Background: an optimization exercise with open tools, aiming at small area, a short achievable clock period and few clock cycles. Do not read the settings as production practice. RTL that was checked went through simulation tests only; none was proved equivalent to the original. Only the layout flow was run in runs 6 and 7; the RTL was not checked for function there. Power and IR drop assume default switching activity.

==> design/flow/design.v <==
module phpb_serial (
    input  wire        clk,
    input  wire        rst,             
    input  wire        cfg_guard_en,    
    input  wire [16:0] cfg_max_len,     
    input  wire        cfg_drop_zero,   
    input  wire        rx_in_valid,
    output wire        rx_in_ready,
    input  wire [7:0]  rx_in_data,
    input  wire        rx_in_last,      
    output wire        rx_out_valid,
    input  wire        rx_out_ready,
    output wire [7:0]  rx_out_data,
    output wire        rx_out_sop,
    output wire        rx_out_eop,
    output wire [47:0] rx_out_hdr,      
    output wire [16:0] rx_out_tlen,     
    input  wire        tx_in_valid,
    output wire        tx_in_ready,
    input  wire [7:0]  tx_in_data,
    output wire        tx_out_valid,
    input  wire        tx_out_ready,
    output wire [7:0]  tx_out_data,
    output reg  [15:0] cnt_rx_pkt,
    output reg  [15:0] cnt_malformed,
    output reg  [15:0] cnt_zero_drop
);
    reg [15:0] m;           
    reg        g_never;     
    reg        g_always;    
    reg        dz;
    always @(posedge clk) begin
        m        <= cfg_max_len[15:0] - 16'd7;
        g_never  <= !cfg_guard_en || (cfg_max_len >= 17'd65542);
        g_always <= cfg_guard_en && (cfg_max_len < 17'd7);
        dz       <= cfg_drop_zero;
    end
    reg       rdy;
    reg       ib_v;
    reg [7:0] ib_d;
    reg       ib_l;
    reg       ib_ff;
    reg       ib_00;
    reg       ib_gt;        
    wire take = rx_in_valid && rdy;
    assign rx_in_ready = rdy;
    reg        pend;        
    reg        body;        
    reg        disc;        
    reg        drop;        
    reg [2:0]  hc;          
    reg [5:0]  tt;          
    reg [5:0]  ct;          
    reg [47:0] sr;          
    reg        tl_a, tl_b;  
    reg        zf;          
    reg [16:0] remain;      
    reg        rend;        
    reg        ov, osop, oeop;
    reg [7:0]  od;
    reg        ev_pkt, ev_mal, ev_zero;
    wire hdr = !body && !disc;
    wire other  = !ib_ff && !ib_00;
    wire absorb = !pend && ib_ff;           
    wire split  = pend && other;            
    wire [7:0] tdata = pend ? {8{!ib_00}} : ib_d;
    wire tlast  = ib_l && !split;
    wire tgt_lo = split ? (m[7:0] != 8'hFF) : ib_gt;
    wire too_long = tl_a || (tl_b && tgt_lo);
    wire [5:0] tsel = tt & ~{1'b0, tt[5:1]};
    wire [7:0] top_byte = ({8{tsel[0]}} & sr[7:0])   | ({8{tsel[1]}} & sr[15:8])  |
                          ({8{tsel[2]}} & sr[23:16]) | ({8{tsel[3]}} & sr[31:24]) |
                          ({8{tsel[4]}} & sr[39:32]) | ({8{tsel[5]}} & sr[47:40]);
    wire [16:0] tlen_new = {1'b0, sr[7:0], tdata} + 17'd7;
    wire hc5   = (hc == 3'd5);
    wire ofree = !ov || rx_out_ready;
    wire acc = ib_v && (absorb || disc ||
                        (hdr  && !tt[5] && (!hc5 || (!ct[0] && !ov))) ||
                        (body && (drop || (!tt[5] && !(ov && osop)))));
    wire tok      = acc && !absorb;             
    wire push     = tok && (hdr || (body && !drop));
    wire complete = tok && hdr && hc5;
    wire zdrop    = dz && zf;
    wire hdr_ok   = complete && !too_long && !zdrop;
    wire hdr_bad  = complete && too_long;
    wire btok     = tok && body;
    wire body_end = btok && rend;
    wire cons     = acc && !split;
    wire load     = ofree && (ct[0] || hdr_ok);
    wire bpush    = push && body;
    wire       n_pend = acc ? absorb : pend;
    wire       n_body = complete ? !too_long : (body && !body_end);
    wire       n_disc = complete ? (too_long && !tlast) : (disc && !(acc && tlast));
    wire       n_drop = complete ? zdrop : drop;
    wire [2:0] n_hc   = complete ? 3'd0 : ((tok && hdr) ? hc + 3'd1 : hc);
    wire       n_ov   = load || (ov && !rx_out_ready);
    wire       n_osop = load ? hdr_ok : osop;
    wire [5:0] n_tt   = (complete && !hdr_ok) ? 6'd0 :
                        (push && !load)      ? {tt[4:0], 1'b1} :
                        (load && !push)      ? {1'b0, tt[5:1]} : tt;
    wire [5:0] n_ct   = hdr_ok              ? 6'b011111 :
                        (bpush && !load)     ? {ct[4:0], 1'b1} :
                        (load && !bpush)     ? {1'b0, ct[5:1]} : ct;
    wire       n_ibv  = take || (ib_v && !cons);
    wire       n_ff   = take ? (rx_in_data == 8'hFF) : ib_ff;
    wire       n_00   = take ? (rx_in_data == 8'h00) : ib_00;
    wire       n_hdr  = !n_body && !n_disc;
    wire       n_hc5  = (n_hc == 3'd5);
    wire g_cons = !(n_pend && !n_ff && !n_00) &&
                  (n_disc || (!n_pend && n_ff) ||
                   (n_hdr  && !n_tt[5] && (!n_hc5 || (!n_ct[0] && !n_ov))) ||
                   (n_body && (n_drop || (!n_tt[5] && !(n_ov && n_osop)))));
    always @(posedge clk) begin
        if (take) begin
            ib_d  <= rx_in_data;
            ib_l  <= rx_in_last;
            ib_ff <= (rx_in_data == 8'hFF);
            ib_00 <= (rx_in_data == 8'h00);
            ib_gt <= (rx_in_data > m[7:0]);
        end
        if (push)
            sr <= {sr[39:0], tdata};
        if (tok && hdr) begin
            if (hc == 3'd0) zf <= (tdata == 8'h00);
            if (hc == 3'd4) begin
                tl_a <= g_always || (!g_never && (tdata > m[15:8]));
                tl_b <= !g_always && !g_never && (tdata == m[15:8]);
            end
        end
        if (complete) begin
            remain <= tlen_new;
            rend   <= (sr[7:0] == 8'h00) && (tdata == 8'h00);
        end else if (btok) begin
            remain <= remain - 17'd1;
            rend   <= (remain == 17'd8);
        end
        if (load) begin
            od   <= top_byte;
            osop <= hdr_ok;
            oeop <= !body && ct[0] && !ct[1];
        end
        if (rst) begin
            rdy     <= 1'b1;
            ib_v    <= 1'b0;
            pend    <= 1'b0;
            body    <= 1'b0;
            disc    <= 1'b0;
            drop    <= 1'b0;
            hc      <= 3'd0;
            tt      <= 6'd0;
            ct      <= 6'd0;
            ov      <= 1'b0;
            ev_pkt  <= 1'b0;
            ev_mal  <= 1'b0;
            ev_zero <= 1'b0;
        end else begin
            rdy     <= !n_ibv || g_cons;
            ib_v    <= n_ibv;
            pend    <= n_pend;
            body    <= n_body;
            disc    <= n_disc;
            drop    <= n_drop;
            hc      <= n_hc;
            tt      <= n_tt;
            ct      <= n_ct;
            ov      <= n_ov;
            ev_pkt  <= body_end && !drop;
            ev_mal  <= hdr_bad;
            ev_zero <= body_end && drop;
        end
    end
    always @(posedge clk) begin
        if (rst) begin
            cnt_rx_pkt    <= 16'd0;
            cnt_malformed <= 16'd0;
            cnt_zero_drop <= 16'd0;
        end else begin
            if (ev_pkt && cnt_rx_pkt != 16'hFFFF)
                cnt_rx_pkt <= cnt_rx_pkt + 16'd1;
            if (ev_mal && cnt_malformed != 16'hFFFF)
                cnt_malformed <= cnt_malformed + 16'd1;
            if (ev_zero && cnt_zero_drop != 16'hFFFF)
                cnt_zero_drop <= cnt_zero_drop + 16'd1;
        end
    end
    assign rx_out_valid = ov;
    assign rx_out_data  = od;
    assign rx_out_sop   = osop;
    assign rx_out_eop   = oeop;
    assign rx_out_hdr   = sr;
    assign rx_out_tlen  = remain;
    reg       trdy;
    reg       tov;
    reg [7:0] tod;
    reg       tpv, tpb;
    reg       sv;
    reg [7:0] sd;
    wire ttake  = tx_in_valid && trdy;
    wire tofree = !tov || tx_out_ready;
    wire in_sp  = (tx_in_data == 8'hFF) || (tx_in_data == 8'h00);
    wire sd_sp  = (sd == 8'hFF) || (sd == 8'h00);
    wire tdirect = tofree && !tpv && !sv;
    reg  n_sv;
    always @(*) begin
        n_sv = sv;
        if (tofree && !tpv && sv)
            n_sv = 1'b0;
        if (ttake && !tdirect)
            n_sv = 1'b1;
    end
    assign tx_in_ready = trdy;
    always @(posedge clk) begin
        if (tofree) begin
            if (tpv) begin
                tod <= {8{tpb}};
            end else if (sv) begin
                tod <= sd_sp ? 8'hFF : sd;
                tpb <= sd[0];
            end else if (ttake) begin
                tod <= in_sp ? 8'hFF : tx_in_data;
                tpb <= tx_in_data[0];
            end
        end
        if (ttake && !tdirect)
            sd <= tx_in_data;
        if (rst) begin
            trdy <= 1'b1;
            tov  <= 1'b0;
            tpv  <= 1'b0;
            sv   <= 1'b0;
        end else begin
            if (tofree) begin
                if (tpv) begin
                    tov <= 1'b1;
                    tpv <= 1'b0;
                end else if (sv) begin
                    tov <= 1'b1;
                    tpv <= sd_sp;
                end else if (ttake) begin
                    tov <= 1'b1;
                    tpv <= in_sp;
                end else begin
                    tov <= 1'b0;
                end
            end
            sv   <= n_sv;
            trdy <= !n_sv;
        end
    end
    assign tx_out_valid = tov;
    assign tx_out_data  = tod;
endmodule
==> design/flow/run.sh <==
#!/bin/bash
# synth_recipe.tcl (not shown) runs the flow's synth.tcl, then flattens the netlist and writes it again
# the make line also repeats each setting of config.mk as NAME=value (left out here)
make -C /OpenROAD-flow-scripts/flow DESIGN_CONFIG=/design/flow/config.mk WORK_HOME=/design/flow/orfs CLKGATE_MAP_FILE= SYNTH_SCRIPT=/design/flow/synth_recipe.tcl finish
==> design/flow/config.mk <==
export PLATFORM = sky130hd
export DESIGN_NAME = phpb_serial
export DESIGN_NICKNAME = phpb_serial
export VERILOG_FILES = /design/flow/design.v
export SDC_FILE = /design/flow/constraint.sdc
export NUM_CORES = 4
export LEC_CHECK = 0
export CAP_MARGIN = 20
export CORE_MARGIN = 2
export CORE_UTILIZATION = 40
export SETUP_SLACK_MARGIN = 3.5
export SLEW_MARGIN = 20
==> design/flow/constraint.sdc <==
create_clock -name core_clock -period 6.0 [get_ports {clk}]
set_input_delay 1.2000 -clock core_clock [delete_from_list [all_inputs] [get_ports {clk}]]
set_output_delay 1.2000 -clock core_clock [all_outputs]
set_load 0.01 [all_outputs]
==> results.json, run 1 <==
{
  "htreeDepth": 1,
  "yosysWarnings": 1,
  "internal_power_mw": 2.347,
  "peakVddDrop_mv": 0.1754,
  "clock_latency_ns": 0.50,
  "clkTransAtPathRegs_ns": 0.06,
  "clock_skew_ns": 0.01230,
  "core-area_um2": 23260,
  "power.leakage_nw": 4.990,
  "final_cell_area_um2": 12580,
  "reg2regPathDepth": 10,
  "ys_async_sr_fraction_pct": 0,
  "worstMarginPinSlew_ns": 0.7723,
  "grt-ovfl-total": 0,
  "antenna_found_initial": 0,
  "ys.flop_type": "edfxtp_1",
  "hold_buffers": 0,
  "wl_per_cell_um": 16.19,
  "critPathLaunchType": "flip-flop",
  "setup_slack_ns": 3.451,
  "diodes": 0,
  "grt_max_degree": 63,
  "switching_power_mw": 0.6787,
  "power.density_nw_per_um2": 240.4,
  "via_per_inst": 5.201,
  "hold_ws_ns": 0.4828,
  "p_total_mw": 3.025,
  "reg2reg_from": "ib_00",
  "rows": 56,
  "end_kind": "flip-flop",
  "holdPathStages": 0,
  "firstDrtPassIters": 6,
  "yosysSeqAreaShare_pct": 54.79,
  "hold_path_class": "flip-flop to flip-flop",
  "r2r_end": "rdy",
  "min_period_ns": 2.549,
  "pwr-share-clk_pct": 42.3,
  "num_vias": 7520,
  "ant_nets": 0,
  "syn-num-nets": 963,
  "ys_types": 60,
  "timing.final.crit_share_pct": 42.48,
  "chipWidth_um": 157.1,
  "drv_slew": 0,
  "drt_iter0_markers": 402,
  "fillers": 2189,
  "dp_slack_ns": 2.450,
  "grt_usage_pct": 18.38,
  "synth_edf_count": 105,
  "required_ns": 6.37,
  "regArea_um2": 5165,
  "postSynthCellCount": 892,
  "die_area_um2": 24670,
  "hpwl_um": 16110,
  "syn_to_final_growth_pct": 34.24,
  "rsz0062_at_grt": "yes",
  "multi_input_area_um2": 4224,
  "io_pins": 177,
  "rrSetupSlack_ns": 3.45,
  "final_common_cell": "dlygate4sd2_1",
  "hold_viol": 0,
  "place.gp.congestion": 0.8487,
  "slew_headroom_pct": 48.51,
  "pwr-share-comb_pct": 7.0,
  "fmax_ghz": 0.3924,
  "wl_um": 23410,
  "cts_tree": "built",
  "start_util_pct": 40.29,
  "mostFrequentLayoutCells": "dlygate4sd2_1 (132), edfxtp_1 (105), nor2_1 (86), dfxtp_1 (77), nand2_1 (65)",
  "grt_pass1_wl_um": 36920,
  "cts-root-buf": "clkbuf_16",
  "sequentialPowerShare_pct": 50.7,
  "setup_viol": 0,
  "die_h_um": 157.1,
  "grt_pass1_vias": 7092,
  "worst-setup-path-type": "flip-flop to flip-flop",
  "crit_fanout": 6,
  "drive_gt1_share_pct": 13.84,
  "p_sw_share_pct": 22.43,
  "fin_tns_setup_ns": 0,
  "syn_area_um2": 9373,
  "cap_violations": 0,
  "status": "finished clean",
  "worstPathArrival_ns": 2.92,
  "io_buffers": 176,
  "clock_sinks": 204,
  "drc": 0,
  "clock_path_buffers": 3,
  "cts-buffers-inserted": 23,
  "fin_nets": 1182,
  "dpl_cell_area_um2": 11490,
  "hp-start": "sr[32]",
  "ys_ff_latch": 204,
  "whs_endpoint": "sr[40]",
  "avgSynthCellArea_um2": 10.51
}
==> per-stage QoR <==
step | cells | utilization, %
2_1_floorplan | 892 | -
3_3_place_gp | 1363 | 49.39
3_5_place_dp | 1363 | 49.39
4_1_cts | 1435 | 53.08
5_1_grt | 1446 | 54.09
6_report | 1446 | 54.09
==> sequential cells by signal, indices dropped and copies added (netlist names), 16 cells and up <==
register / count
cnt_malformed: 16
sr: 48
remain: 17
m: 16
cnt_zero_drop: 16
cnt_rx_pkt: 16
==> cells in the mapped netlist (all sizes together) (7+ instances only) <==
master,number,share of area [%]
o21ai,38,2.0
nor2b,10,0.67
nand2,69,2.8
nand3,38,2.0
nor2,88,3.5
mux2i,11,1.2
and2,9,0.63
nand4,26,1.7
nand2b,11,0.73
ha,29,3.9
nor4,14,0.93
xnor2,30,2.8
dfxtp,99,21
a22oi,25,2.0
clkbuf,24,0.96
inv,45,1.8
or3,13,0.87
xor2,46,4.4
edfxtp,105,34
and3,7,0.47
nor3,17,0.91
a21oi,42,2.2
o221ai,9,0.84
==> what timing repair did <==
item / CTS / global route
setup endpoints to repair: 234 / 45
endpoints found under the hold margin: 0 / 0
pin swaps: 8 / 11
cloned: 0 / 1
resized for setup: 179 / 35
buffers inserted: 31 / 10
==> cell type report <==
cell class | count | share of cell area [%]
Sequential cell | 204 | 41.05
Tap cell | 319 | 3.172
Timing Repair Buffer | 219 | 15.33
Multi-Input combinational cell | 617 | 33.57
Inverter | 46 | 1.442
Clock inverter | 9 | 0.3381
Clock buffer | 32 | 5.091
==> critical path: stages (launching register included) <==
cell	delay [ns]
dfxtp_2	0.32
nand2b_4	0.14
or4_4	0.50
a31o_4	0.25
o31a_4	0.37
clkinvlp_4	0.10
ha_4	0.19
a21oi_2	0.08
a31o_2	0.20
o211ai_1	0.16
o22ai_1	0.11
==> power by group through the flow <==
stage / Combinational [mW] / Clock, mW / Sequential, mW
after global placement: 0.206 / 0 / 1.57
after global routing: 0.236 / 1.38 / 1.54
after detailed placement: 0.208 / 0 / 1.57
after CTS: 0.206 / 1.32 / 1.54
final: 0.211 / 1.28 / 1.54
after floorplan: 0.0961 / 0 / 1.57
==> worst max path at each step <==
stage                             from    end
final                            ib_00    rdy
after global routing              m[6]    rdy
after global placement    rx_out_ready    rdy
after CTS                         body    rdy
after detailed placement  rx_out_ready    rdy
after floorplan           rx_out_ready  ct[1]
==> metal layers <==
layer  global-route usage (%)  share of wire (%)  vias up
li1                         -                  -     3705
met1                    25.29                 46     3545
met2                    30.87                 47      237
met3                    2.533                5.8       33
met4                    4.199                1.6        0
met5                        0                  0        -
==> cells by family (layout without fill, tap and decap cells) <==
family / after synthesis / in the layout / share of synthesized area [%]
simple gates: 333 / 334 / 17.90
fa+ha+maj: 29 / 29 / 3.871
buf+inv: 72 / 306 / 2.977
mux: 16 / 16 / 1.775
compound gates: 162 / 162 / 11.51
xor+xnor: 76 / 76 / 7.182
flops: 204 / 204 / 54.79
Testbench counts, summed over its fixed seeds: cycles 123,313.
==> run 2, diff against run 1 <==
--- a/design/flow/config.mk
+++ b/design/flow/config.mk
@@ -8,5 +8,6 @@
 export CAP_MARGIN = 20
 export CORE_MARGIN = 2
 export CORE_UTILIZATION = 40
+export CTS_BUF_LIST = sky130_fd_sc_hd__clkbuf_8
 export SETUP_SLACK_MARGIN = 3.5
 export SLEW_MARGIN = 20
==> results.json, run 2 <==
{
  "status": "finished clean",
  "fmax_ghz": 0.3887,
  "fin_nets": 1217,
  "cts_tree": "built",
  "clock_latency_ns": 0.54,
  "io_buffers": 176,
  "core-area_um2": 23260,
  "min_period_ns": 2.573,
  "yosysWarnings": 1,
  "grt_usage_pct": 19.05,
  "worstMarginPinSlew_ns": 0.7766,
  "num_vias": 7679,
  "power.density_nw_per_um2": 241.5,
  "met2_usage_pct": 31.73,
  "mostFrequentLayoutCells": "dlygate4sd2_1 (113), edfxtp_1 (105), nor2_1 (86), dfxtp_1 (78), nand2_1 (64)",
  "firstDrtPassIters": 5,
  "rsz0062_at_grt": "yes",
  "reg.largest.list": "sr x48, remain x17",
  "end_kind": "flip-flop",
  "drive_gt1_share_pct": 17.29,
  "largest_register_ffs": 48,
  "ys_types": 60,
  "wl_um": 23990,
  "grt_pass1_vias": 7304,
  "place.gp.congestion": 0.8487,
  "grt_pass1_wl_um": 37820,
  "synthMostInstantiatedCell": "edfxtp_1",
  "syn-num-nets": 963,
  "regMostFlops": "sr",
  "ys_ff_latch": 204,
  "yosysSeqAreaShare_pct": 54.79,
  "path_delay_family": "compound AO/OA/AOI/OAI gates",
  "grt_max_degree": 63,
  "clock_skew_ns": 0.01859,
  "peakVddDrop_mv": 0.1244,
  "avgSynthCellArea_um2": 10.51,
  "postSynthCellCount": 892,
  "ys.flop_type": "edfxtp_1",
  "die_h_um": 157.1,
  "worst-setup-path-type": "flip-flop to flip-flop",
  "critPathMaxStageDelay_ns": 0.47,
  "cap_violations": 0,
  "cts-root-buf": "clkbuf_8",
  "fin_tns_setup_ns": 0,
  "syn_to_final_growth_pct": 36.68,
  "die_area_um2": 24670,
  "setup_viol": 0,
  "cts-buffers-inserted": 37,
  "chipWidth_um": 157.1,
  "diodes": 0,
  "synth_area_leaders": "edfxtp_1 (34%), dfxtp_1 (21%), xor2_1 (4.2%)",
  "layoutNonFillerInstCount": 1493,
  "crit_slowest_cell": "or4_4",
  "drt_iter0_markers": 352,
  "rows": 56,
  "wl_per_cell_um": 16.07,
  "slew_headroom_pct": 48.23,
  "power.leakage_nw": 5.160,
  "worstPathArrival_ns": 2.96,
  "fillers": 2164,
  "critPathLaunchType": "flip-flop",
  "synth_edf_count": 105,
  "clock_path_buffers": 3,
  "grt-ovfl-total": 0,
  "required_ns": 6.39,
  "hold_buffers": 0,
  "timing.final.crit_share_pct": 42.88,
  "grt-busiest-layer": "met2",
  "synth_top_area_share_pct": 33.64,
  "io_pins": 177,
  "hpwl_um": 16110,
  "clock_sinks": 204,
  "clkTransAtPathRegs_ns": 0.06,
  "path_buf_inv": 2,
  "antenna_found_initial": 0,
  "hold_path_class": "flip-flop to flip-flop",
  "syn_area_um2": 9373,
  "synth.largest_area_cell": "edfxtp_1",
  "crit_fanout": 6,
  "via_per_inst": 5.143,
  "final_common_cell": "dlygate4sd2_1",
  "htreeDepth": 2,
  "grt_use_met3_pct": 3.359,
  "ant_nets": 0,
  "met1_usage_pct": 25.34,
  "drc": 0,
  "ys_async_sr_fraction_pct": 0,
  "start_util_pct": 40.29,
  "drv_slew": 0,
  "synth_common_cells": "edfxtp_1 (105), dfxtp_1 (99), nor2_1 (88), nand2_1 (69)",
  "placedCellCount": 1363,
  "hold_viol": 0,
  "path_cells": "buf_6 -> nand2b_4 -> or4_4 -> a31o_4 -> o31a_4 -> clkinvlp_4 -> ha_4 -> a21oi_2 -> a31o_2 -> o211ai_1 -> o22ai_1"
}
run 2: cell count changes in the layout (fill, tap and decap cells not counted), sizes merged:
cell / previous run / this run
buf: 44 / 67
dlygate4sd2: 132 / 113
clkbuf: 32 / 49
clkdlybuf4s15: 4 / 20
inv: 44 / 54
clkinv: 9 / 7
bufinv: 0 / 1
clkdlybuf4s50: 36 / 37
clkinvlp: 2 / 3
dlymetal6s2s: 3 / 2
run 2: path summary, 6_finish.rpt:
| check | startpoint | end | slack [ns] | cells past startpoint |
|---|---|---|---|---|
| setup / recovery | pend | rdy | 3.43 | 11 |
| hold / removal | sr[31] | sr[39] | 0.48 | 0 |
| setup reg to reg | pend | rdy | 3.43 | 11 |
| hold reg to reg | sr[31] | sr[39] | 0.48 | 0 |
run 2: power by group:
part	switching, mW	total (mW)	internal, mW
Clock	0.579	1.34	0.761
Sequential	0.0243	1.53	1.51
Combinational	0.120	0.220	0.100
run 2: cell type report:
class	instances	area [um2]	area share (%)
inverters	46	177.7	1.387
well taps	319	399.1	3.116
clock buffers	48	660.6	5.157
flip-flops and latches	204	5164	40.31
repair buffers	240	2096	16.36
clock inverters	19	110.1	0.8595
multi-input cells	617	4204	32.82
run 2: cell families after synthesis:
group                    after synthesis  share of synthesized area, %
AO/OA/AOI/OAI                        162                         11.51
XOR/XNOR                              76                         7.182
adder cells (fa/ha/maj)               29                         3.871
buffers and inverters                 72                         2.977
flip-flops                           204                         54.79
multiplexers                          16                         1.775
AND/OR/NAND/NOR                      333                         17.90
run 2: per-layer routing:
metal | vias to the layer above | part of all wire, %
met3 | 35 | 6.0
met1 | 3613 | 45
met2 | 250 | 47
met4 | 0 | 2.0
met5 | - | 0
li1 | 3781 | -
run 2: timing repair:
| action | in CTS | in global routing |
|---|---|---|
| setup buffers | 43 | 19 |
| pin swaps | 11 | 7 |
| gates resized for setup | 194 | 40 |
| cloned | 1 | 0 |
| endpoints found under the setup margin | 233 | 64 |
run 2: metrics by stage:
step	total power [mW]	hold slack, ns	utilization (%)	area, um2	setup slack (ns)
finish	3.094	0.4830	55.07	12810	3.427
global route	3.224	0.4938	55.07	12810	3.363
CTS	3.126	0.4845	53.93	12550	3.425
detailed placement	1.778	0.4664	49.39	11490	2.450
global placement	1.775	0.4635	49.39	11490	2.507
floorplan	1.666	0.4420	-	9425	3.439
==> run 3, diff against run 2 <==
==> design/flow/flow/run.sh (new file) <==
#!/bin/bash
# Standard layout, with the port buffers made from buf_1 cells instead of the
# resizer's default choice. Full tool output goes to flow_standard.log.
set -euo pipefail
export BUFFER_PORTS_ARGS="-buffer_cell sky130_fd_sc_hd__buf_1"
bash standard.sh > flow_standard.log 2>&1
==> design/flow/standard.sh (new file) <==
#!/bin/bash
# synth_recipe.tcl (not shown) runs the flow's synth.tcl, then flattens the netlist and writes it again
# the make line also repeats each setting of config.mk as NAME=value (left out here)
make -C /OpenROAD-flow-scripts/flow DESIGN_CONFIG=/design/flow/config.mk WORK_HOME=/design/flow/orfs CLKGATE_MAP_FILE= SYNTH_SCRIPT=/design/flow/synth_recipe.tcl "${@:-finish}"
--- a/design/flow/config.mk
+++ b/design/flow/config.mk
@@ -8,6 +8,5 @@
 export CAP_MARGIN = 20
 export CORE_MARGIN = 2
 export CORE_UTILIZATION = 40
-export CTS_BUF_LIST = sky130_fd_sc_hd__clkbuf_8
 export SETUP_SLACK_MARGIN = 3.5
 export SLEW_MARGIN = 20
removed: design/flow/run.sh
==> results.json, run 3 <==
{
  "placedCellCount": 1362,
  "synth_area_leaders": "edfxtp_1 (34%), dfxtp_1 (21%), xor2_1 (4.2%)",
  "drv_slew": 0,
  "drc": 0,
  "largest_register_ffs": 48,
  "ys_async_sr_fraction_pct": 0,
  "reg.largest.list": "sr x48, remain x17",
  "fmax_ghz": 0.3797,
  "final_util_pct": 49.35,
  "synth_xor_area_share_pct": 7.182,
  "die_h_um": 157.1,
  "clock_latency_ns": 0.52,
  "path_depth": 9,
  "cts-root-buf": "clkbuf_16",
  "reg2regPathDepth": 9,
  "grt_pass1_vias": 6792,
  "holdPathStages": 2,
  "synth_edf_count": 105,
  "mostFrequentLayoutCells": "buf_1 (175), edfxtp_1 (105), dfxtp_1 (91), nor2_1 (87), nand2_1 (65)",
  "path_buf_inv": 1,
  "wl_um": 22650,
  "syn_to_final_growth_pct": 22.48,
  "cts_tree": "built",
  "setup_slack_ns": 3.366,
  "io_pins": 177,
  "layoutNonFillerInstCount": 1426,
  "rsz0062_at_grt": "yes",
  "yosysSeqAreaShare_pct": 54.79,
  "num_vias": 7441,
  "hpwl_um": 15550,
  "synth_adder_area_share_pct": 3.871,
  "p_total_mw": 3.155,
  "syn-num-nets": 963,
  "io_buffers": 176,
  "fin_nets": 1160,
  "critPathMaxStageDelay_ns": 0.51,
  "chipWidth_um": 157.1,
  "firstDrtPassIters": 5,
  "yosys.area_share.simple_pct": 17.90,
  "peakVddDrop_mv": 0.1574,
  "grt_pass1_wl_um": 35170,
  "synth.largest_area_cell": "edfxtp_1",
  "path_cells": "nand2b_4 -> or4_4 -> a31o_4 -> o31a_4 -> clkinvlp_4 -> ha_4 -> mux2_2 -> mux2i_1 -> a21oi_1",
  "syn_area_um2": 9373,
  "die_area_um2": 24670,
  "end_kind": "flip-flop",
  "crit_slowest_cell": "or4_4",
  "cts-buffers-inserted": 24,
  "yosysWarnings": 1,
  "synth_top_family_by_area": "simple AND/OR/NAND/NOR gates",
  "grt_max_degree": 63,
  "antenna_found_initial": 0,
  "wl_per_cell_um": 15.88,
  "clock_skew_ns": 0.01554,
  "ant_nets": 0,
  "final_cell_area_um2": 11480,
  "slew_headroom_pct": 49.74,
  "fillers": 2247,
  "synthMostInstantiatedCell": "edfxtp_1",
  "regMostFlops": "sr",
  "worst-setup-path-type": "flip-flop to flip-flop",
  "crit_fanout": 7,
  "final_common_cell": "buf_1",
  "drt_iter0_markers": 488,
  "htreeDepth": 1,
  "ys_types": 60,
  "avgSynthCellArea_um2": 10.51,
  "diodes": 0,
  "start_util_pct": 40.29,
  "hold_path_class": "flip-flop to flip-flop",
  "status": "finished clean",
  "clkTransAtPathRegs_ns": 0.06,
  "cap_violations": 0,
  "rows": 56,
  "hold_ws_ns": 0.4819,
  "dp_slack_ns": 2.755,
  "synth-compound-area-share_pct": 11.51,
  "power.density_nw_per_um2": 274.9,
  "grt_usage_pct": 17.52,
  "dpl_cell_area_um2": 10390,
  "postSynthCellCount": 892,
  "timing.final.crit_share_pct": 43.90,
  "clock_path_buffers": 3,
  "power.leakage_nw": 4.076,
  "worstPathArrival_ns": 3.01,
  "hold_viol": 0,
  "setup_viol": 0,
  "core-area_um2": 23260,
  "path_delay_family": "compound AO/OA/AOI/OAI gates",
  "critPathLaunchType": "flip-flop",
  "synth_common_cells": "edfxtp_1 (105), dfxtp_1 (99), nor2_1 (88), nand2_1 (69)",
  "grt-ovfl-total": 0,
  "required_ns": 6.37,
  "synth_top_area_share_pct": 33.64,
  "worstMarginPinSlew_ns": 0.7524,
  "via_per_inst": 5.218,
  "hold_buffers": 0,
  "fin_tns_setup_ns": 0,
  "min_period_ns": 2.634,
  "drive_gt1_share_pct": 10.12,
  "ys.flop_type": "edfxtp_1",
  "place.gp.congestion": 0.8942,
  "clock_sinks": 204,
  "ys_ff_latch": 204,
  "synth.mux.area_fraction_pct": 1.775
}
run 3: area by class of cell:
type	count	area [um2]	share of cell area, %
tap	319	399.1	3.477
inverter	46	178.9	1.559
sequential	204	5150	44.86
timing repair buffer	195	804.5	7.008
clock buffer	27	611.8	5.330
clock inverter	17	178.9	1.559
multi-input combinational	618	4156	36.21
run 3: metal layers:
metal,global-route usage [%],up-vias,routed length (um)
met5,0,-,0
met4,4.372,0,535
met3,2.808,38,1359
met2,27.94,240,10350
met1,24.96,3501,10410
li1,-,3662,-
run 3: path summary, 6_finish.rpt:
path | endpoint | from | slack, ns
worst max-delay path | ct[2] | ib_00 | 3.37
worst min-delay path | osop | osop | 0.48
worst max register to register | ct[2] | ib_00 | 3.37
worst min register to register | osop | osop | 0.48
run 3: timing repair:
action | in CTS | in global routing
buffers inserted | 9 | 9
hold endpoints to repair | 0 | 0
pin swaps | 7 | 11
resized for setup | 21 | 18
gates cloned | 1 | 1
setup endpoints to repair | 101 | 39
run 3: cell families (layout without fill, tap and decap cells):
kind of cell,count (synthesis),after routing
DFF,204,204
AOI/OAI and AO/OA,162,162
adders and majority gates,29,29
buffers and inverters,72,285
and+or+nand+nor,333,335
muxes,16,16
xor gates and xnor gates,76,76
run 3: power breakdown:
group,switching [mW],total [mW],internal (mW)
Combinational,0.111,0.173,0.0627
Clock,0.577,1.44,0.868
Sequential,0.0275,1.54,1.51
Total,0.715,3.16,2.44
run 3: tightest hold or removal path: cells and delay by family, from the launching register on:
family           cells  cell delay [ns]
and+or+nand+nor      2             0.11
DFF                  1             0.33
==> run 4, diff against run 3 <==
==> design/flow/flow/run.sh (replaced) <==
#!/bin/bash
# Standard layout, with the port buffers made from buf_2 cells instead of the
# resizer's default choice. Full tool output goes to flow_standard.log.
set -euo pipefail
export BUFFER_PORTS_ARGS="-buffer_cell sky130_fd_sc_hd__buf_2"
bash standard.sh > flow_standard.log 2>&1
--- a/design/flow/config.mk
+++ b/design/flow/config.mk
@@ -7,6 +7,6 @@
 export LEC_CHECK = 0
 export CAP_MARGIN = 20
 export CORE_MARGIN = 2
-export CORE_UTILIZATION = 40
-export SETUP_SLACK_MARGIN = 3.5
+export CORE_UTILIZATION = 55
+export SETUP_SLACK_MARGIN = 3.8
 export SLEW_MARGIN = 20
==> results.json, run 4 <==
{
  "largest_register_ffs": 48,
  "synth.largest_area_cell": "edfxtp_1",
  "cts_tree": "built",
  "rrSetupSlack_ns": 3.43,
  "cts-buffers-inserted": 22,
  "grt_max_degree": 63,
  "cts-root-buf": "clkbuf_16",
  "hold_viol": 0,
  "die_h_um": 134.5,
  "core-area_um2": 16640,
  "chipWidth_um": 134.5,
  "ys_ff_latch": 204,
  "clock_skew_ns": 0.01244,
  "worst-setup-path-type": "flip-flop to flip-flop",
  "fin_tns_setup_ns": 0,
  "start_util_pct": 56.32,
  "grt_pass1_vias": 7532,
  "path_buf_inv": 2,
  "required_ns": 6.37,
  "crit_slowest_cell": "or4_4",
  "end_kind": "flip-flop",
  "grt_pass1_wl_um": 37980,
  "clock_sinks": 204,
  "syn-num-nets": 963,
  "drt_iter0_markers": 664,
  "path_delay_family": "simple AND/OR/NAND/NOR gates",
  "yosysWarnings": 1,
  "place.gp.congestion": 0.8437,
  "antenna_found_initial": 0,
  "synth_common_cells": "edfxtp_1 (105), dfxtp_1 (99), nor2_1 (88), nand2_1 (69)",
  "wl_per_cell_um": 17.62,
  "status": "finished clean",
  "dp_slack_ns": 2.787,
  "hold_path_class": "flip-flop to flip-flop",
  "timing.final.crit_share_pct": 42.91,
  "ys_types": 60,
  "io_pins": 177,
  "regMostFlops": "sr",
  "final_common_cell": "buf_2",
  "final_cell_area_um2": 13110,
  "reg.largest.list": "sr x48, remain x17",
  "grt_usage_pct": 26.06,
  "synth_edf_count": 105,
  "yosysSeqAreaShare_pct": 54.79,
  "path_cells": "nand2b_4 -> or4_4 -> a31o_4 -> buf_4 -> buf_4 -> or3_1 -> a21bo_2 -> o211ai_1 -> o22ai_1",
  "rows": 47,
  "drv_slew": 0,
  "synth_area_leaders": "edfxtp_1 (34%), dfxtp_1 (21%), xor2_1 (4.2%)",
  "wl_um": 25690,
  "rsz0062_at_grt": "yes",
  "syn_to_final_growth_pct": 39.83,
  "die_area_um2": 18100,
  "synthMostInstantiatedCell": "edfxtp_1",
  "mostFrequentLayoutCells": "buf_2 (149), buf_4 (139), edfxtp_1 (105), nor2_1 (86), nand2_1 (63)",
  "fin_nets": 1293,
  "ant_nets": 0,
  "slew_headroom_pct": 45.74,
  "hold_ws_ns": 0.4839,
  "clock_path_buffers": 3,
  "min_period_ns": 2.574,
  "crit_fanout": 8,
  "drc": 0,
  "firstDrtPassIters": 7,
  "worstPathArrival_ns": 2.94,
  "cap_violations": 0,
  "via_per_inst": 5.643,
  "power.leakage_nw": 5.392,
  "cp_common_cell": "buf_4",
  "clock_latency_ns": 0.51,
  "postSynthCellCount": 892,
  "drive_gt1_share_pct": 40.23,
  "setup_slack_ns": 3.426,
  "power.density_nw_per_um2": 234.3,
  "io_buffers": 176,
  "critPathLaunchType": "flip-flop",
  "grt-ovfl-total": 0,
  "ys_async_sr_fraction_pct": 0,
  "fmax_ghz": 0.3884,
  "ys.flop_type": "edfxtp_1",
  "avgSynthCellArea_um2": 10.51,
  "num_vias": 8228,
  "critPathMaxStageDelay_ns": 0.52,
  "clkTransAtPathRegs_ns": 0.06,
  "hpwl_um": 14940,
  "htreeDepth": 1,
  "diodes": 0,
  "setup_viol": 0,
  "dpl_cell_area_um2": 10560,
  "syn_area_um2": 9373,
  "peakVddDrop_mv": 0.2713,
  "synth_top_area_share_pct": 33.64,
  "worstMarginPinSlew_ns": 0.8122
}
run 4: timing repair:
item | 4_1_cts | 5_1_grt
hold buffers | 0 | 0
pin swaps | 25 | 26
resized for setup | 119 | 70
endpoints found under the setup margin | 245 | 250
gates cloned | 1 | 1
buffers inserted | 113 | 40
run 4: per-layer routing:
| layer | share of wire, % | up-vias | global-route usage, % |
|---|---|---|---|
| li1 | - | 3913 | - |
| met1 | 43 | 3924 | 35.39 |
| met2 | 48 | 334 | 42.60 |
| met3 | 6.2 | 57 | 4.617 |
| met4 | 3.0 | 0 | 8.713 |
| met5 | 0 | - | 0 |
run 4: layout make-up:
class | instances | area, um2
Tap cell | 220 | 275.3
Timing Repair Buffer | 330 | 2262
Sequential cell | 204 | 5259
Inverter | 46 | 183.9
Clock buffer | 38 | 685.7
Clock inverter | 2 | 8.758
Multi-Input combinational cell | 618 | 4432
Fill cell | 1090 | 3536
run 4: worst paths after layout:
check,from,end,cells past startpoint
worst min register to register,osop,osop,2
worst max register to register,ib_00,rdy,9
worst min-delay path,osop,osop,2
worst max-delay path,ib_00,rdy,9
run 4: through the flow:
step | cells | util, % | power (mW)
floorplan | 892 | - | 1.668
global placement | 1263 | 63.45 | 1.743
detailed placement | 1263 | 63.45 | 1.746
CTS | 1417 | 74.71 | 3.068
global route | 1458 | 78.75 | 3.169
finish | 1458 | 78.75 | 3.071
run 4: where the power goes:
group	internal (mW)	total [mW]	leakage [nW]	switching, mW
Combinational	0.106	0.240	3.23	0.134
Clock	0.771	1.30	0.340	0.533
Sequential	1.50	1.53	1.82	0.0250
run 4: worst min-delay path: stages (launching register included):
cell and delay (ns):
dfxtp_2 0.34, nand2_1 0.06, nand2_1 0.05
run 4: cell families (layout without fill, tap and decap cells):
group | after synthesis | in the layout | share of synthesized area (%)
fa+ha+maj | 29 | 29 | 3.871
compound gates | 162 | 162 | 11.51
simple gates | 333 | 335 | 17.90
mux | 16 | 16 | 1.775
buf+inv | 72 | 416 | 2.977
flops | 204 | 204 | 54.79
xor+xnor | 76 | 76 | 7.182
==> run 5, diff against run 4 <==
--- a/design/flow/config.mk
+++ b/design/flow/config.mk
@@ -7,6 +7,6 @@
 export LEC_CHECK = 0
 export CAP_MARGIN = 20
 export CORE_MARGIN = 2
-export CORE_UTILIZATION = 55
-export SETUP_SLACK_MARGIN = 3.8
+export CORE_UTILIZATION = 40
+export SETUP_SLACK_MARGIN = 3.5
 export SLEW_MARGIN = 20
==> results.json, run 5 <==
{
  "hp-start": "osop",
  "final_common_cell": "buf_2",
  "reg.largest.list": "sr x48, remain x17",
  "drv_slew": 0,
  "synth.largest_area_cell": "edfxtp_1",
  "regArea_um2": 5155,
  "yosysWarnings": 1,
  "die_area_um2": 24670,
  "yosysSeqAreaShare_pct": 54.79,
  "die_h_um": 157.1,
  "min_period_ns": 2.566,
  "hold_viol": 0,
  "fmax_ghz": 0.3897,
  "grt_max_degree": 63,
  "num_vias": 7480,
  "syn-num-nets": 963,
  "synth_common_cells": "edfxtp_1 (105), dfxtp_1 (99), nor2_1 (88), nand2_1 (69)",
  "largest_register_ffs": 48,
  "regMostFlops": "sr",
  "grt_usage_pct": 17.48,
  "synth_top_area_share_pct": 33.64,
  "timing.final.crit_share_pct": 42.77,
  "wl_per_cell_um": 15.87,
  "io_pins": 177,
  "hold_buffers": 0,
  "io_buffers": 176,
  "synthMostInstantiatedCell": "edfxtp_1",
  "fin_tns_setup_ns": 0,
  "postSynthCellCount": 892,
  "drc": 0,
  "ys_types": 60,
  "clock_latency_ns": 0.51,
  "clock_sinks": 204,
  "clock_path_buffers": 3,
  "firstDrtPassIters": 6,
  "final_util_pct": 50.81,
  "drive_gt1_share_pct": 27.09,
  "required_ns": 6.36,
  "avgSynthCellArea_um2": 10.51,
  "worstMarginPinSlew_ns": 0.7958,
  "worst-setup-path-type": "flip-flop to flip-flop",
  "chipWidth_um": 157.1,
  "setup_viol": 0,
  "end_kind": "flip-flop",
  "via_per_inst": 5.216,
  "critPathLaunchType": "flip-flop",
  "start_util_pct": 40.29,
  "ys_ff_latch": 204,
  "multi_input_area_um2": 4159,
  "wl_um": 22760,
  "hold_ws_ns": 0.4752,
  "grt-ovfl-total": 0,
  "power.leakage_nw": 4.697,
  "fillers": 2163,
  "critPathLaunch": "ib_00",
  "syn_to_final_growth_pct": 26.10,
  "antenna_found_initial": 0,
  "hpwl_um": 15730,
  "htreeDepth": 1,
  "place.gp.congestion": 0.8621,
  "placedCellCount": 1362,
  "slew_headroom_pct": 46.95,
  "ys_async_sr_fraction_pct": 0,
  "syn_area_um2": 9373,
  "synth_area_leaders": "edfxtp_1 (34%), dfxtp_1 (21%), xor2_1 (4.2%)",
  "power.density_nw_per_um2": 274.0,
  "diodes": 0,
  "cap_violations": 0,
  "clock_skew_ns": 0.01401,
  "reg2reg_from": "ib_00",
  "core-area_um2": 23260,
  "cts-buffers-inserted": 23,
  "grt_pass1_wl_um": 35160,
  "cts-root-buf": "clkbuf_16",
  "drt_iter0_markers": 436,
  "hold_path_class": "flip-flop to flip-flop",
  "ys.flop_type": "edfxtp_1",
  "ant_nets": 0,
  "grt_pass1_vias": 6855,
  "cts_tree": "built",
  "peakVddDrop_mv": 0.1701,
  "clkTransAtPathRegs_ns": 0.06,
  "synth_edf_count": 105,
  "status": "finished clean",
  "rsz0062_at_grt": "yes",
  "worstPathArrival_ns": 2.93,
  "crit_fanout": 6,
  "p_total_mw": 3.238,
  "fin_nets": 1169,
  "mostFrequentLayoutCells": "buf_2 (176), edfxtp_1 (105), dfxtp_1 (89), nor2_1 (87), nand2_1 (64)",
  "layoutNonFillerInstCount": 1434,
  "rows": 56
}
## run 5: cell counts after synthesis
No cell type changed its count.
## run 5: cell type report
class	count	share of cell area (%)
well taps	319	3.377
multi-input cells	618	35.19
inverters	46	1.556
repair buffers	205	9.295
clock inverters	12	1.609
flip-flops and latches	204	43.62
clock buffers	30	5.357
## run 5: where the power goes
part / switching, mW / internal (mW) / leakage, nW / total [mW]
Combinational: 0.112 / 0.0757 / 2.50 / 0.188
Clock: 0.554 / 0.960 / 0.401 / 1.51
Sequential: 0.0270 / 1.51 / 1.79 / 1.54
Total: 0.693 / 2.54 / 4.70 / 3.24
## run 5: kinds of logic (layout without fill, tap and decap cells)
family / Yosys count / in the layout / synth area share (%)
compound gates: 162 / 162 / 11.51
xor+xnor: 76 / 76 / 7.182
fa+ha+maj: 29 / 29 / 3.871
buf+inv: 72 / 293 / 2.977
flops: 204 / 204 / 54.79
mux: 16 / 16 / 1.775
simple gates: 333 / 335 / 17.90
## run 5: timing repair
action / in CTS / in global routing
setup buffers: 9 / 19
gates cloned: 0 / 2
gates resized for setup: 25 / 21
setup endpoints to repair: 99 / 42
pin swaps: 10 / 17
## run 5: final timing paths
check	endpoint	depth (start not counted)	slack [ns]
worst max-delay path	ct[2]	9	3.43
worst min-delay path	osop	2	0.48
worst max register to register	ct[2]	9	3.43
worst min register to register	osop	2	0.48
## run 5: worst max-delay path, cell delays in order, from the launching register on
cell        delay (ns)
dfxtp_4           0.34
nand2b_4          0.14
or4_4             0.50
a31o_4            0.26
o31a_4            0.37
clkinvlp_4        0.09
ha_4              0.18
mux2_4            0.31
mux2i_1           0.15
a21oi_1           0.09
## run 5: metal layers
| layer | track usage [%] | vias to the layer above | part of all wire [%] |
|---|---|---|---|
| met5 | 0 | - | 0 |
| met4 | 4.978 | 0 | 2.4 |
| met3 | 2.726 | 37 | 5.6 |
| met2 | 27.94 | 221 | 45 |
| met1 | 24.64 | 3544 | 47 |
| li1 | - | 3678 | - |
## run 5: through the flow
stage                     instance area (um2)  worst slack (ns)
final                                   11820             3.434
after global routing                    11820             3.352
after CTS                               11580             3.454
after detailed placement                10610             2.719
after global placement                  10610             2.825
after floorplan                          9425             3.439
==> run 6, diff against run 5 <==
--- a/design/flow/design.v
+++ b/design/flow/design.v
@@ -48,7 +48,7 @@
     reg        body;        
     reg        disc;        
     reg        drop;        
-    reg [2:0]  hc;          
+    reg [5:0]  hh;          
     reg [5:0]  tt;          
     reg [5:0]  ct;          
     reg [47:0] sr;          
@@ -72,7 +72,7 @@
                           ({8{tsel[2]}} & sr[23:16]) | ({8{tsel[3]}} & sr[31:24]) |
                           ({8{tsel[4]}} & sr[39:32]) | ({8{tsel[5]}} & sr[47:40]);
     wire [16:0] tlen_new = {1'b0, sr[7:0], tdata} + 17'd7;
-    wire hc5   = (hc == 3'd5);
+    wire hc5   = hh[5];
     wire ofree = !ov || rx_out_ready;
     wire acc = ib_v && (absorb || disc ||
                         (hdr  && !tt[5] && (!hc5 || (!ct[0] && !ov))) ||
@@ -92,7 +92,7 @@
     wire       n_body = complete ? !too_long : (body && !body_end);
     wire       n_disc = complete ? (too_long && !tlast) : (disc && !(acc && tlast));
     wire       n_drop = complete ? zdrop : drop;
-    wire [2:0] n_hc   = complete ? 3'd0 : ((tok && hdr) ? hc + 3'd1 : hc);
+    wire [5:0] n_hh   = complete ? 6'b000001 : ((tok && hdr) ? {hh[4:0], 1'b0} : hh);
     wire       n_ov   = load || (ov && !rx_out_ready);
     wire       n_osop = load ? hdr_ok : osop;
     wire [5:0] n_tt   = (complete && !hdr_ok) ? 6'd0 :
@@ -105,7 +105,7 @@
     wire       n_ff   = take ? (rx_in_data == 8'hFF) : ib_ff;
     wire       n_00   = take ? (rx_in_data == 8'h00) : ib_00;
     wire       n_hdr  = !n_body && !n_disc;
-    wire       n_hc5  = (n_hc == 3'd5);
+    wire       n_hc5  = n_hh[5];
     wire g_cons = !(n_pend && !n_ff && !n_00) &&
                   (n_disc || (!n_pend && n_ff) ||
                    (n_hdr  && !n_tt[5] && (!n_hc5 || (!n_ct[0] && !n_ov))) ||
@@ -121,8 +121,8 @@
         if (push)
             sr <= {sr[39:0], tdata};
         if (tok && hdr) begin
-            if (hc == 3'd0) zf <= (tdata == 8'h00);
-            if (hc == 3'd4) begin
+            if (hh[0]) zf <= (tdata == 8'h00);
+            if (hh[4]) begin
                 tl_a <= g_always || (!g_never && (tdata > m[15:8]));
                 tl_b <= !g_always && !g_never && (tdata == m[15:8]);
             end
@@ -146,7 +146,7 @@
             body    <= 1'b0;
             disc    <= 1'b0;
             drop    <= 1'b0;
-            hc      <= 3'd0;
+            hh      <= 6'b000001;
             tt      <= 6'd0;
             ct      <= 6'd0;
             ov      <= 1'b0;
@@ -160,7 +160,7 @@
             body    <= n_body;
             disc    <= n_disc;
             drop    <= n_drop;
-            hc      <= n_hc;
+            hh      <= n_hh;
             tt      <= n_tt;
             ct      <= n_ct;
             ov      <= n_ov;
@@ -169,18 +169,19 @@
             ev_zero <= body_end && drop;
         end
     end
+    wire [15:0] cnt_cur = ({16{ev_pkt}}  & cnt_rx_pkt) |
+                          ({16{ev_mal}}  & cnt_malformed) |
+                          ({16{ev_zero}} & cnt_zero_drop);
+    wire [15:0] cnt_inc = cnt_cur + {15'd0, (cnt_cur != 16'hFFFF)};
     always @(posedge clk) begin
         if (rst) begin
             cnt_rx_pkt    <= 16'd0;
             cnt_malformed <= 16'd0;
             cnt_zero_drop <= 16'd0;
         end else begin
-            if (ev_pkt && cnt_rx_pkt != 16'hFFFF)
-                cnt_rx_pkt <= cnt_rx_pkt + 16'd1;
-            if (ev_mal && cnt_malformed != 16'hFFFF)
-                cnt_malformed <= cnt_malformed + 16'd1;
-            if (ev_zero && cnt_zero_drop != 16'hFFFF)
-                cnt_zero_drop <= cnt_zero_drop + 16'd1;
+            if (ev_pkt)  cnt_rx_pkt    <= cnt_inc;
+            if (ev_mal)  cnt_malformed <= cnt_inc;
+            if (ev_zero) cnt_zero_drop <= cnt_inc;
         end
     end
     assign rx_out_valid = ov;
==> results.json, run 6 <==
{
  "status": "finished clean",
  "critPathLaunchType": "flip-flop",
  "die_area_um2": 25370,
  "cts-root-buf": "clkbuf_16",
  "required_ns": 6.38,
  "hold_viol": 0,
  "core-area_um2": 23540,
  "syn_to_final_growth_pct": 30.93,
  "internal_power_mw": 2.454,
  "yosysWarnings": 1,
  "drc": 0,
  "fin_nets": 1195,
  "critPathMaxStageDelay_ns": 0.37,
  "rsz0062_at_grt": "yes",
  "wl_um": 24810,
  "crit_end": "cnt_malformed[8]",
  "io_buffers": 176,
  "dp_slack_ns": 2.723,
  "ant_nets": 0,
  "ys_async_sr_fraction_pct": 0,
  "rows": 56,
  "regMostFlops": "sr",
  "peakVddDrop_mv": 0.1466,
  "reg.largest.list": "sr x48, remain x17",
  "die_h_um": 159.3,
  "p_sw_share_pct": 21.92,
  "ys_ff_latch": 207,
  "worst-setup-path-type": "flip-flop to flip-flop",
  "hold_path_class": "flip-flop to flip-flop",
  "start_util_pct": 40.96,
  "layoutNonFillerInstCount": 1464,
  "firstDrtPassIters": 5,
  "cts_tree": "built",
  "drt_iter0_markers": 495,
  "final_util_pct": 53.63,
  "ys.flop_type": "edfxtp_1",
  "drive_gt1_share_pct": 32.84,
  "pwr-share-clk_pct": 44.4,
  "synthMostInstantiatedCell": "edfxtp_1",
  "drv_slew": 0,
  "syn-num-nets": 949,
  "pwr-share-comb_pct": 6.0,
  "crit_fanout": 10,
  "grt_pass1_wl_um": 39750,
  "crit_slowest_cell": "dfxtp_4",
  "min_period_ns": 2.577,
  "multi_input_area_um2": 4507,
  "r2r_end": "cnt_malformed[8]",
  "timing.final.crit_share_pct": 42.94,
  "hpwl_um": 16240,
  "mostFrequentLayoutCells": "buf_2 (176), edfxtp_1 (105), dfxtp_1 (95), nor2_1 (84), buf_4 (67)",
  "clock_sinks": 207,
  "power.density_nw_per_um2": 248.9,
  "setup_slack_ns": 3.424,
  "placedCellCount": 1347,
  "diodes": 0,
  "setup_viol": 0,
  "worstPathArrival_ns": 2.96,
  "syn_area_um2": 9643,
  "grt_usage_pct": 18.95,
  "synth_common_cells": "edfxtp_1 (105), dfxtp_1 (102), nor2_1 (87), inv_1 (46), mux2i_1 (41)",
  "fmax_ghz": 0.3881,
  "cp_common_cell": "buf_4",
  "htreeDepth": 1,
  "path_cells": "buf_12 -> a222oi_1 -> buf_4 -> nor3_4 -> nand2_1 -> nor2_2 -> nand4_1 -> ha_2 -> buf_4 -> ha_4 -> nand2_2 -> or3_4 -> xnor2_4 -> o22ai_1",
  "chipWidth_um": 159.3,
  "largest_register_ffs": 48,
  "hold_buffers": 0,
  "fin_tns_setup_ns": 0,
  "synth.largest_area_cell": "edfxtp_1",
  "slew_headroom_pct": 44.06,
  "power.leakage_nw": 5.083,
  "ys_types": 73,
  "via_per_inst": 5.255,
  "regArea_um2": 5216,
  "clkTransAtPathRegs_ns": 0.06,
  "fillers": 2124,
  "reg2regPathDepth": 14,
  "yosysSeqAreaShare_pct": 53.87,
  "io_pins": 177,
  "synth_top_area_share_pct": 32.70,
  "synth_edf_count": 105,
  "num_vias": 7694,
  "clock_path_buffers": 3,
  "avgSynthCellArea_um2": 10.93,
  "clock_skew_ns": 0.006122,
  "reg2reg_from": "ev_mal",
  "grt-ovfl-total": 0,
  "grt_max_degree": 44,
  "final_common_cell": "buf_2",
  "end_kind": "flip-flop",
  "worstMarginPinSlew_ns": 0.8371,
  "postSynthCellCount": 882,
  "wl_per_cell_um": 16.94,
  "antenna_found_initial": 0,
  "rrSetupSlack_ns": 3.42,
  "critPathLaunch": "ev_mal",
  "cts-buffers-inserted": 24,
  "grt_pass1_vias": 7456,
  "switching_power_mw": 0.6889,
  "place.gp.congestion": 0.8425,
  "clock_latency_ns": 0.51,
  "synth_area_leaders": "edfxtp_1 (33%), dfxtp_1 (21%), mux2i_1 (4.3%)",
  "sequentialPowerShare_pct": 49.6,
  "cap_violations": 0
}
run 6: repair_timing:
item,4_1_cts,5_1_grt
gates resized for setup,41,27
gates cloned,2,0
endpoints found under the setup margin,116,53
setup buffers,55,17
pin swaps,29,17
run 6: cell families after synthesis:
group	Yosys count	share of synthesized area, %
and+or+nand+nor	290	16.36
DFF	207	53.87
AOI/OAI and AO/OA	176	12.81
buffers and inverters	81	3.516
xor gates and xnor gates	56	5.242
muxes	47	4.956
adders and majority gates	25	3.244
run 6: how the worst min path moves through the flow:
stage                 from  endpoint  depth (start not counted)
global route        sr[31]    sr[39]                          0
floorplan            hh[0]     hh[0]                          2
global placement     hh[0]     hh[0]                          2
finish              sr[25]    sr[33]                          0
CTS                  hh[0]     hh[0]                          2
detailed placement  sr[31]    sr[39]                          0
run 6: layer usage:
| metal | share of wire, % | vias to the layer above | global-route usage, % |
|---|---|---|---|
| met3 | 6.6 | 35 | 3.725 |
| met5 | 0 | - | 0 |
| met4 | 1.6 | 0 | 4.628 |
| met2 | 45 | 266 | 29.57 |
| li1 | - | 3750 | - |
| met1 | 47 | 3643 | 27.21 |
run 6: power by group through the flow:
stage	Clock (mW)	Combinational, mW	Sequential, mW
final	1.40	0.189	1.56
after global routing	1.48	0.213	1.56
after CTS	1.43	0.184	1.56
after detailed placement	0	0.178	1.59
after global placement	0	0.178	1.59
after floorplan	0	0.0997	1.59
run 6: cell type report:
type	instances	share of cell area, %
multi-input combinational	595	35.70
tap	319	3.161
clock inverter	2	0.05946
clock buffer	41	5.986
inverter	46	1.417
sequential	207	41.31
timing repair buffer	254	12.37
run 6: metrics by stage:
step,total power [mW],area (um2),hold slack (ns)
2_1_floorplan,1.692,9791,0.4380
3_3_place_gp,1.767,10930,0.4498
3_5_place_dp,1.769,10930,0.4590
4_1_cts,3.170,12350,0.4771
5_1_grt,3.257,12630,0.4903
6_report,3.143,12630,0.4801
run 6: critical path: cells and delay by family (launching register included):
| family | cells | cell delay, ns |
|---|---|---|
| fa+ha+maj | 2 | 0.32 |
| flops | 1 | 0.37 |
| buf+inv | 3 | 0.46 |
| compound gates | 2 | 0.43 |
| xor+xnor | 1 | 0.16 |
| simple gates | 6 | 0.69 |
==> run 7, diff against run 6 <==
--- a/design/flow/config.mk
+++ b/design/flow/config.mk
@@ -8,5 +8,7 @@
 export CAP_MARGIN = 20
 export CORE_MARGIN = 2
 export CORE_UTILIZATION = 40
+export CTS_CLUSTER_DIAMETER = 100
+export CTS_CLUSTER_SIZE = 50
 export SETUP_SLACK_MARGIN = 3.5
 export SLEW_MARGIN = 20
==> results.json, run 7 <==
{
  "power.leakage_nw": 4.846,
  "worst-setup-path-type": "flip-flop to flip-flop",
  "synth_edf_count": 105,
  "critPathLaunchType": "flip-flop",
  "hold_ws_ns": 0.4884,
  "via_per_inst": 5.273,
  "ys.flop_type": "edfxtp_1",
  "avgSynthCellArea_um2": 10.93,
  "critPathMaxStageDelay_ns": 0.40,
  "synth_common_cells": "edfxtp_1 (105), dfxtp_1 (102), nor2_1 (87), inv_1 (46), mux2i_1 (41)",
  "worstPathArrival_ns": 2.98,
  "holdPathStages": 2,
  "clock_path_buffers": 3,
  "syn_area_um2": 9643,
  "path_buf_inv": 3,
  "synth_area_leaders": "edfxtp_1 (33%), dfxtp_1 (21%), mux2i_1 (4.3%)",
  "clkTransAtPathRegs_ns": 0.12,
  "cts-buffers-inserted": 11,
  "cap_violations": 0,
  "mostFrequentLayoutCells": "buf_2 (176), edfxtp_1 (105), dfxtp_1 (93), nor2_1 (83), buf_4 (51)",
  "rows": 56,
  "chipWidth_um": 159.3,
  "core-area_um2": 23540,
  "yosysWarnings": 1,
  "crit_fanout": 6,
  "syn_to_final_growth_pct": 26.22,
  "grt_pass1_wl_um": 37920,
  "postSynthCellCount": 882,
  "grt_max_degree": 44,
  "reg2reg_from": "ev_zero",
  "start_util_pct": 40.96,
  "regMostFlops": "sr",
  "wl_per_cell_um": 16.84,
  "drt_iter0_markers": 475,
  "grt_usage_pct": 17.97,
  "final_common_cell": "buf_2",
  "whs_endpoint": "hh[0]",
  "yosysSeqAreaShare_pct": 53.87,
  "synth_top_area_share_pct": 32.70,
  "hpwl_um": 16240,
  "syn-num-nets": 949,
  "cts-root-buf": "clkbuf_16",
  "fin_nets": 1169,
  "io_pins": 177,
  "cts_tree": "built",
  "drc": 0,
  "synthMostInstantiatedCell": "edfxtp_1",
  "wl_um": 24000,
  "drv_slew": 0,
  "fmax_ghz": 0.3819,
  "drive_gt1_share_pct": 31.92,
  "ys_ff_latch": 207,
  "ys_types": 73,
  "die_area_um2": 25370,
  "largest_register_ffs": 48,
  "htreeDepth": 1,
  "clock_skew_ns": 0.02126,
  "ys_async_sr_fraction_pct": 0,
  "worstMarginPinSlew_ns": 0.8634,
  "rsz0062_at_grt": "yes",
  "grt_pass1_vias": 7102,
  "status": "finished clean",
  "rrSetupSlack_ns": 3.38,
  "clock_latency_ns": 0.47,
  "setup_viol": 0,
  "place.gp.congestion": 0.8425,
  "path_delay_family": "simple AND/OR/NAND/NOR gates",
  "peakVddDrop_mv": 0.1602,
  "diodes": 0,
  "ant_nets": 0,
  "hold_buffers": 0,
  "num_vias": 7514,
  "clock_sinks": 207,
  "synth.largest_area_cell": "edfxtp_1",
  "io_buffers": 176,
  "path_cells": "buf_12 -> a222oi_1 -> buf_4 -> nor3_4 -> nand2_1 -> nor2_2 -> nand4_1 -> ha_2 -> buf_6 -> ha_4 -> nand2_2 -> or3_4 -> xnor2_4 -> o22ai_1",
  "timing.final.crit_share_pct": 43.64,
  "reg2regPathDepth": 14,
  "die_h_um": 159.3,
  "antenna_found_initial": 0,
  "r2r_end": "cnt_malformed[8]",
  "grt-ovfl-total": 0,
  "min_period_ns": 2.618,
  "hp-start": "hh[0]",
  "slew_headroom_pct": 42.30,
  "crit_slowest_cell": "dfxtp_4",
  "hold_viol": 0,
  "firstDrtPassIters": 6,
  "power.density_nw_per_um2": 211.9,
  "fin_tns_setup_ns": 0,
  "reg.largest.list": "sr x48, remain x17",
  "hold_path_class": "flip-flop to flip-flop",
  "required_ns": 6.36,
  "end_kind": "flip-flop"
}
-- run 7: timing repair --
item,CTS,global route
gates resized for setup,29,50
setup buffers,37,20
setup endpoints to repair,104,41
gates cloned,1,3
pin swaps,16,29
-- run 7: logic make-up after synthesis --
logic type      synth area share (%)
simple gates                   16.36
flops                          53.87
compound gates                 12.81
buf+inv                        3.516
xor+xnor                       5.242
mux                            4.956
fa+ha+maj                      3.244
-- run 7: power breakdown --
part | leakage [nW] | internal [mW] | total [mW] | switching (mW)
sequential | 1.82 | 1.53 | 1.56 | 0.0292
clock | 0.163 | 0.368 | 0.838 | 0.470
combinational | 2.87 | 0.0753 | 0.185 | 0.109
-- run 7: routing by layer --
metal  wire length [um]  vias up  track usage [%]
li1                   -     3676                -
met1              11410     3589            26.64
met2              10830      231            27.91
met3               1458       18            2.813
met4                308        0            3.678
met5                  0        -                0
-- run 7: cell type report --
| class | count | area (um2) |
|---|---|---|
| fill | 2184 | 11370 |
| sequential | 207 | 5219 |
| multi-input combinational | 595 | 4527 |
| timing repair buffer | 241 | 1511 |
| tap | 319 | 399.1 |
| clock buffer | 14 | 296.5 |
| inverter | 46 | 177.7 |
| clock inverter | 3 | 41.29 |
-- run 7: worst max-delay path by stage --
stage | from | end | cells after the start
finish | ev_zero | cnt_malformed[8] | 14
global route | ev_zero | cnt_zero_drop[9] | 13
CTS | ev_mal | cnt_malformed[11] | 14
detailed placement | ev_pkt | cnt_rx_pkt[11] | 11
global placement | pend | remain[14] | 11
floorplan | rx_out_ready | rdy | 9
-- run 7: worst min-delay path: cells and delay by family (launching register included) --
kind | cells | cell delay [ns]
simple gates | 1 | 0.06
compound gates | 1 | 0.06
flops | 1 | 0.35
-- run 7: stage by stage --
stage	cells	utilization (%)	total power, mW	area [um2]	setup WS, ns
after CTS	1402	49.59	2.605	11670	3.502
after floorplan	882	-	1.692	9791	3.316
after global routing	1425	51.70	2.682	12170	3.193
after global placement	1347	46.42	1.767	10930	2.786
final	1425	51.70	2.579	12170	3.382
after detailed placement	1347	46.42	1.769	10930	2.723

-- static timing again, ports no longer ideal --
In the flow no input, the clock included, has a driving cell. The finished layouts below were timed again as built, in two steps.
Step 1 (the two cells are an assumption about what drives the block):
set clk [get_ports {clk}]
set_driving_cell -lib_cell sky130_fd_sc_hd__clkbuf_16 $clk
set_driving_cell -lib_cell sky130_fd_sc_hd__buf_2 [delete_from_list [all_inputs] $clk]
Step 2 adds t to the input delays and takes it off the output delays; t is the mean of the earliest and latest rising clock arrival at the registers after step 1. Input paths then give back, and output paths get back, about the clock's delay inside the block.
Slacks: ideal / step 1 / step 2; pairs: ideal / step 1.
run | t (ns) | slack for setup (ns) | hold slack, ns | latest minus earliest clock arrival (ns) | worst register clock-pin slew, ns
run 1 | 0.545 | 3.451 / 3.451 / 2.955 | 0.483 / 0.483 / 0.483 | 0.013 / 0.014 | 0.06 / 0.06
run 2 | 0.568 | 3.427 / 3.427 / 2.958 | 0.483 / 0.483 / 0.483 | 0.025 / 0.026 | 0.07 / 0.07
run 3 | 0.565 | 3.366 / 3.366 / 2.997 | 0.482 / 0.482 / 0.482 | 0.016 / 0.016 | 0.06 / 0.06
run 4 | 0.547 | 3.426 / 3.426 / 3.154 | 0.484 / 0.484 / 0.484 | 0.013 / 0.014 | 0.06 / 0.06
run 5 | 0.554 | 3.434 / 3.434 / 3.018 | 0.475 / 0.475 / 0.475 | 0.014 / 0.014 | 0.06 / 0.06
run 6 | 0.546 | 3.424 / 3.424 / 3.022 | 0.480 / 0.480 / 0.480 | 0.011 / 0.011 | 0.06 / 0.06
run 7 | 0.506 | 3.382 / 3.382 / 3.131 | 0.488 / 0.488 / 0.488 | 0.022 / 0.021 | 0.12 / 0.12
After both steps every run listed still meets setup and hold. For run 1, which loses most, drivers alone change the setup slack by 0.000 ns; drivers and shift together by -0.496 ns.
